This is an optimization exercise on Yosys and OpenROAD, whose aim is small area, not a production implementation.
The RTL was checked by simulation tests, not by an equivalence proof against the original design.
No activity file was given, so power comes from the tool's default toggle rates.

==> flow/design.v (excerpt) <==
module px4led (
    input  wire clk,
    input  wire rst_n,
    input  wire scl_i,
    input  wire sda_i,
    output wire sda_oe_o,
    input  wire tick_i,
    input  wire pwm_tick_i,
    output wire pwm_r_o,
    output wire pwm_g_o,
    output wire pwm_b_o,
    output wire hb_o
);
    wire       ev_rx_stop, ev_rx_data, ev_sla_w, ev_tx_load, tx_first;
    wire [7:0] rx_byte, tx_byte;
    wire       ready, n_zero, do_colour, do_script, do_settings;
    wire [3:0] pb, pg, pr;
    wire       vb, vg, vr;
    wire       load_reply;
    wire [5:0] reply0;
    wire [7:0] reply1;
    wire [3:0] red, green, blue;
    px4led_bit_engine u_bit (
        .clk        (clk),
        .rst_n      (rst_n),
        .scl_i      (scl_i),
        .sda_i      (sda_i),
        .sda_oe     (sda_oe_o),
        .ev_rx_stop (ev_rx_stop),
        .ev_rx_data (ev_rx_data),
        .ev_sla_w   (ev_sla_w),
        .ev_tx_load (ev_tx_load),
        .tx_first   (tx_first),
        .rx_byte    (rx_byte),
        .tx_byte    (tx_byte)
    );
    px4led_protocol_engine u_pe (
        .clk         (clk),
        .rst_n       (rst_n),
        .ev_rx_stop  (ev_rx_stop),
        .ev_rx_data  (ev_rx_data),
        .ev_sla_w    (ev_sla_w),
        .ev_tx_load  (ev_tx_load),
        .tx_first    (tx_first),
        .rx_byte     (rx_byte),
        .tx_byte     (tx_byte),
        .ready       (ready),
        .n_zero      (n_zero),
        .do_colour   (do_colour),
        .do_script   (do_script),
        .do_settings (do_settings),
        .pb          (pb),
        .pg          (pg),
        .pr          (pr),
        .vb          (vb),
        .vg          (vg),
        .vr          (vr),
        .load_reply  (load_reply),
        .reply0      (reply0),
        .reply1      (reply1)
    );
    px4led_foreground u_fg (
        .clk         (clk),
        .rst_n       (rst_n),
        .tick_i      (tick_i),
        .ready       (ready),
        .n_zero      (n_zero),
  ...
==> module px4led_protocol_engine, before the edit <==
module px4led_protocol_engine (
    input  wire       clk,
    input  wire       rst_n,
    input  wire       ev_rx_stop,
    input  wire       ev_rx_data,
    input  wire       ev_sla_w,
    input  wire       ev_tx_load,
    input  wire       tx_first,
    input  wire [7:0] rx_byte,
    output wire [7:0] tx_byte,
    output reg        ready,
    output wire       n_zero,
    output wire       do_colour,
    output wire       do_script,
    output wire       do_settings,
    output reg  [3:0] pb, pg, pr,
    output reg        vb, vg, vr,
    input  wire       load_reply,
    input  wire [5:0] reply0,
    input  wire [7:0] reply1
);
    localparam [1:0] K_OTHER = 2'd0, K_AUTO = 2'd1, K_SCRIPT = 2'd2, K_SETTINGS = 2'd3;
    reg [3:0] rx_len;
    reg       pm;
    reg [1:0] sel;
    wire [7:0] rb    = rx_byte;
    wire       take  = ev_rx_data & ~&rx_len;
    wire       first = (rx_len == 4'd0);
    wire [1:0] pcls  = (rb[7:2] == 6'b100000) ? rb[1:0] : 2'd0;
    wire [1:0] tgt   = (pm & ~first) ? (rx_len[0] ? sel : 2'd0)
                                     : ((rx_len[3:2] == 2'd0) ? rx_len[1:0] : 2'd0);
    always @(posedge clk) begin
        if (!rst_n)
            ready <= 1'b0;
        else
            ready <= ev_rx_stop;
    end
    always @(posedge clk) begin
        if (ev_sla_w)
            rx_len <= 4'd0;
        else if (take)
            rx_len <= rx_len + 4'd1;
    end
    always @(posedge clk) begin
        if (take) begin
            if (first) begin
                pm  <= (pcls != 2'd0);
                sel <= (pcls != 2'd0)   ? pcls :
                       (rb == 8'h01)    ? K_AUTO :
                       (rb == 8'hAA)    ? K_SCRIPT :
                       (rb == 8'h84)    ? K_SETTINGS : K_OTHER;
                vb  <= 1'b0;
                vg  <= 1'b0;
                vr  <= 1'b0;
            end else if (pm & ~rx_len[0]) begin
                sel <= pcls;
            end
            if (tgt == 2'd1) begin pb <= rb[3:0]; vb <= 1'b1; end
            if (tgt == 2'd2) begin pg <= rb[3:0]; vg <= 1'b1; end
            if (tgt == 2'd3) begin pr <= rb[3:0]; vr <= 1'b1; end
        end
    end
    wire n_ge2  = |rx_len[3:1];
    assign n_zero      = first;
    assign do_colour   = ready & ~first & (pm | ((sel == K_AUTO) & (rx_len == 4'd4)));
    assign do_script   = ready & ~first & ~pm & (sel == K_SCRIPT) & n_ge2;
    assign do_settings = ready & ~first & ~pm & (sel == K_SETTINGS) & n_ge2;
    reg       tv;
    reg [5:0] s0;
    reg [7:0] s1;
    reg [1:0] cur;
    wire [1:0] cur_e = tx_first ? 2'd0 : cur;
    assign tx_byte = (tv & ~cur_e[1] & ~cur_e[0]) ? {2'b00, s0} :
                     (tv & cur_e[0])             ? s1 : 8'h00;
    always @(posedge clk) begin
        if (!rst_n)
            tv <= 1'b0;
        else if (load_reply)
            tv <= 1'b1;
    end
    always @(posedge clk) begin
        if (load_reply) begin
            s0 <= reply0;
            s1 <= reply1;
        end
        if (ev_tx_load)
            cur <= tv ? {cur_e[0] | cur_e[1], ~cur_e[0] & ~cur_e[1]} : cur_e;
    end
endmodule
==> module px4led_foreground, before the edit <==
module px4led_foreground (
    input  wire       clk,
    input  wire       rst_n,
    input  wire       tick_i,
    input  wire       ready,
    input  wire       n_zero,
    input  wire       do_colour,
    input  wire       do_script,
    input  wire       do_settings,
    input  wire [3:0] pb, pg, pr,
    input  wire       vb, vg, vr,
    output wire       load_reply,
    output wire [5:0] reply0,
    output wire [7:0] reply1,
    output reg  [3:0] red, green, blue,
    output reg        hb
);
    reg       powersave, enable;
    reg [3:0] rcnt;
    reg [5:0] hcnt;
    wire refresh_due = rcnt[3] & rcnt[1];                
    wire heart_end   = hcnt[5] & hcnt[4] & hcnt[0];      
    wire heart_due   = refresh_due & heart_end;
    assign load_reply = refresh_due | (ready & n_zero);
    assign reply0     = {enable, powersave, blue};
    assign reply1     = {green, red};
    always @(posedge clk) begin
        if (!rst_n) begin
            red       <= 4'd0;
            green     <= 4'd0;
            blue      <= 4'd0;
            powersave <= 1'b0;
            enable    <= 1'b0;
            hb        <= 1'b0;
            rcnt      <= 4'd0;
            hcnt      <= 6'd0;
        end else begin
            rcnt <= (refresh_due ? 4'd0 : rcnt) + {3'd0, tick_i};
            if (refresh_due)
                hcnt <= heart_end ? 6'd0 : hcnt + 6'd1;
            if (heart_due)
                hb <= ~hb;
            if (do_script) begin
                red   <= 4'd0;
                green <= 4'd0;
                blue  <= 4'd0;
            end
            if (do_colour & vb) blue  <= pb;
            if (do_colour & vg) green <= pg;
            if (do_colour & vr) red   <= pr;
            if (do_settings) begin
                powersave <= pb[0];
                enable    <= pb[1];
            end
        end
    end
endmodule
==> module px4led_pwm, before the edit <==
module px4led_pwm (
    input  wire       clk,
    input  wire       rst_n,
    input  wire       pwm_tick_i,
    input  wire [3:0] red, green, blue,
    output reg        pwm_r,
    output reg        pwm_g,
    output reg        pwm_b
);
    reg [7:0] phase;
    wire      lowz = (phase[3:0] == 4'd0);
    wire      hz   = (phase[7:4] == 4'd0);
    always @(posedge clk) begin
        if (!rst_n) begin
            phase <= 8'd0;
            pwm_r <= 1'b0;
            pwm_g <= 1'b0;
            pwm_b <= 1'b0;
        end else if (pwm_tick_i) begin
            phase <= phase + 8'd1;
            if (lowz) begin
                pwm_r <= (phase[7:4] != red)   & (hz | pwm_r);
                pwm_g <= (phase[7:4] != green) & (hz | pwm_g);
                pwm_b <= (phase[7:4] != blue)  & (hz | pwm_b);
            end
        end
    end
endmodule
export LEC_CHECK = 0
export CAP_MARGIN = 20
export CORE_MARGIN = 2
export CORE_UTILIZATION = 40
export SLEW_MARGIN = 20
create_clock -name core_clock -period 10.0 [get_ports {clk}]
standard.sh (not shown) runs the stock make flow with config.mk's settings and CLKGATE_MAP_FILE= SYNTH_SCRIPT=/design/flow/synth_recipe.tcl, a recipe that flattens the netlist after the stock synthesis.
==> flow/flow/run.sh <==
#!/bin/bash
# Layout flow: the standard layout (standard.sh) with these changes.
#  * Ports are buffered with sky130_fd_sc_hd__buf_1.
#  * Clock tree synthesis adds no dummy loads.
# Each step's full output goes to a log file in this folder; ORFS's own
# per-step logs are under orfs/logs/.
set -euo pipefail
W=$(pwd)

# synthesis script: synth_recipe.tcl sourcing a copy of ORFS's synth.tcl in
# which only the ABC script argument is replaced
sed "s|^  log_cmd abc {\*}\$abc_args|  lset abc_args 1 $W/flow/abc_area.script\n  log_cmd abc {*}\$abc_args|" \
    "$FLOW_HOME/scripts/synth.tcl" > "$W/synth_body_area.tcl"
grep -q "lset abc_args 1" "$W/synth_body_area.tcl"
sed "s|\$::env(SCRIPTS_DIR)/synth.tcl|$W/synth_body_area.tcl|" synth_recipe.tcl > "$W/synth_area.tcl"
grep -q "synth_body_area.tcl" "$W/synth_area.tcl"
sed "s|SYNTH_SCRIPT=[^ ]*|SYNTH_SCRIPT=$W/synth_area.tcl ADDER_MAP_FILE=|" standard.sh > "$W/standard_area.sh"
grep -q "synth_area.tcl ADDER_MAP_FILE=" "$W/standard_area.sh"

bash "$W/standard_area.sh" synth > "$W/synth.log" 2>&1

export CTS_ARGS="-sink_clustering_enable -repair_clock_nets -dont_use_dummy_load"
export BUFFER_PORTS_ARGS="-buffer_cell sky130_fd_sc_hd__buf_1"
bash standard.sh > "$W/layout.log" 2>&1
==> flow/flow/abc_area.script <==
&get -n
&st
&deepsyn -T 20
&dch
&nf -R 1000
&put
topo
Change:
--- a/flow/design.v
+++ b/flow/design.v
@@ -154,10 +154,11 @@
     reg [5:0] s0;
     reg [7:0] s1;
     reg [1:0] cur;
     wire [1:0] cur_e = tx_first ? 2'd0 : cur;
-    assign tx_byte = (tv & ~cur_e[1] & ~cur_e[0]) ? {2'b00, s0} :
-                     (tv & cur_e[0])             ? s1 : 8'h00;
+    assign tx_byte = ~tv             ? 8'h00 :
+                     (cur_e == 2'd0) ? {2'b00, s0} :
+                     (cur_e == 2'd1) ? s1 : 8'h00;
     always @(posedge clk) begin
         if (!rst_n)
             tv <= 1'b0;
         else if (load_reply)
@@ -168,9 +169,9 @@
             s0 <= reply0;
             s1 <= reply1;
         end
         if (ev_tx_load)
-            cur <= tv ? {cur_e[0] | cur_e[1], ~cur_e[0] & ~cur_e[1]} : cur_e;
+            cur <= (tv & ~cur_e[1]) ? cur_e + 2'd1 : cur_e;
     end
 endmodule
 module px4led_foreground (
     input  wire       clk,
@@ -191,11 +192,10 @@
 );
     reg       powersave, enable;
     reg [3:0] rcnt;
     reg [5:0] hcnt;
-    wire refresh_due = rcnt[3] & rcnt[1];                
-    wire heart_end   = hcnt[5] & hcnt[4] & hcnt[0];      
-    wire heart_due   = refresh_due & heart_end;
+    wire refresh_due = (rcnt == 4'd0);
+    wire heart_due   = refresh_due & (hcnt == 6'd49);
     assign load_reply = refresh_due | (ready & n_zero);
     assign reply0     = {enable, powersave, blue};
     assign reply1     = {green, red};
     always @(posedge clk) begin
@@ -205,14 +205,14 @@
             blue      <= 4'd0;
             powersave <= 1'b0;
             enable    <= 1'b0;
             hb        <= 1'b0;
-            rcnt      <= 4'd0;
+            rcnt      <= 4'd10;
             hcnt      <= 6'd0;
         end else begin
-            rcnt <= (refresh_due ? 4'd0 : rcnt) + {3'd0, tick_i};
+            rcnt <= (refresh_due ? 4'd10 : rcnt) - {3'd0, tick_i};
             if (refresh_due)
-                hcnt <= heart_end ? 6'd0 : hcnt + 6'd1;
+                hcnt <= (hcnt == 6'd49) ? 6'd0 : hcnt + 6'd1;
             if (heart_due)
                 hb <= ~hb;
             if (do_script) begin
                 red   <= 4'd0;
@@ -249,11 +249,14 @@
             pwm_b <= 1'b0;
         end else if (pwm_tick_i) begin
             phase <= phase + 8'd1;
             if (lowz) begin
-                pwm_r <= (phase[7:4] != red)   & (hz | pwm_r);
-                pwm_g <= (phase[7:4] != green) & (hz | pwm_g);
-                pwm_b <= (phase[7:4] != blue)  & (hz | pwm_b);
+                if (hz)                        pwm_r <= |red;
+                else if (phase[7:4] == red)    pwm_r <= 1'b0;
+                if (hz)                        pwm_g <= |green;
+                else if (phase[7:4] == green)  pwm_g <= 1'b0;
+                if (hz)                        pwm_b <= |blue;
+                else if (phase[7:4] == blue)   pwm_b <= 1'b0;
             end
         end
     end
 endmodule
What happened:
- routed wire length rose by a few percent
- non-clock buffer count is unchanged
- critical path depth goes down by 1
- worst setup slack gains 0.17 ns
- count of clock-buffer cells in the layout does not change
- power increases slightly
- final area barely changes
- sequential power is about the same

-- afterwards: timing with drivers on the ports --
In the flow no input, the clock included, has a driving cell. The finished layouts below were timed again as built, in two steps.
Step 1 (the two cells are an assumption about what drives the block):
set clk [get_ports {clk}]
set_driving_cell -lib_cell sky130_fd_sc_hd__clkbuf_16 $clk
set_driving_cell -lib_cell sky130_fd_sc_hd__buf_2 [delete_from_list [all_inputs] $clk]
Step 2 times the ports against the registers' clock, not the clock port: input delays grow and output delays shrink by t, the midpoint of the rising clock arrivals with the driver on.
Three values: no drivers, after step 1, after step 2; two values: the first two.
run | t, ns | setup slack, ns | latest minus earliest clock arrival (ns) | worst slew at a driven data input, ns
the first run | 0.376 | 6.390 / 6.357 / 6.504 | 0.015 / 0.016 | 0.03
the second run | 0.361 | 6.563 / 6.536 / 6.242 | 0.026 / 0.026 | 0.04
After both steps setup and hold are still met in every run listed. For the second run, which loses most, drivers alone change the setup slack by -0.027 ns; drivers and shift together by -0.321 ns.
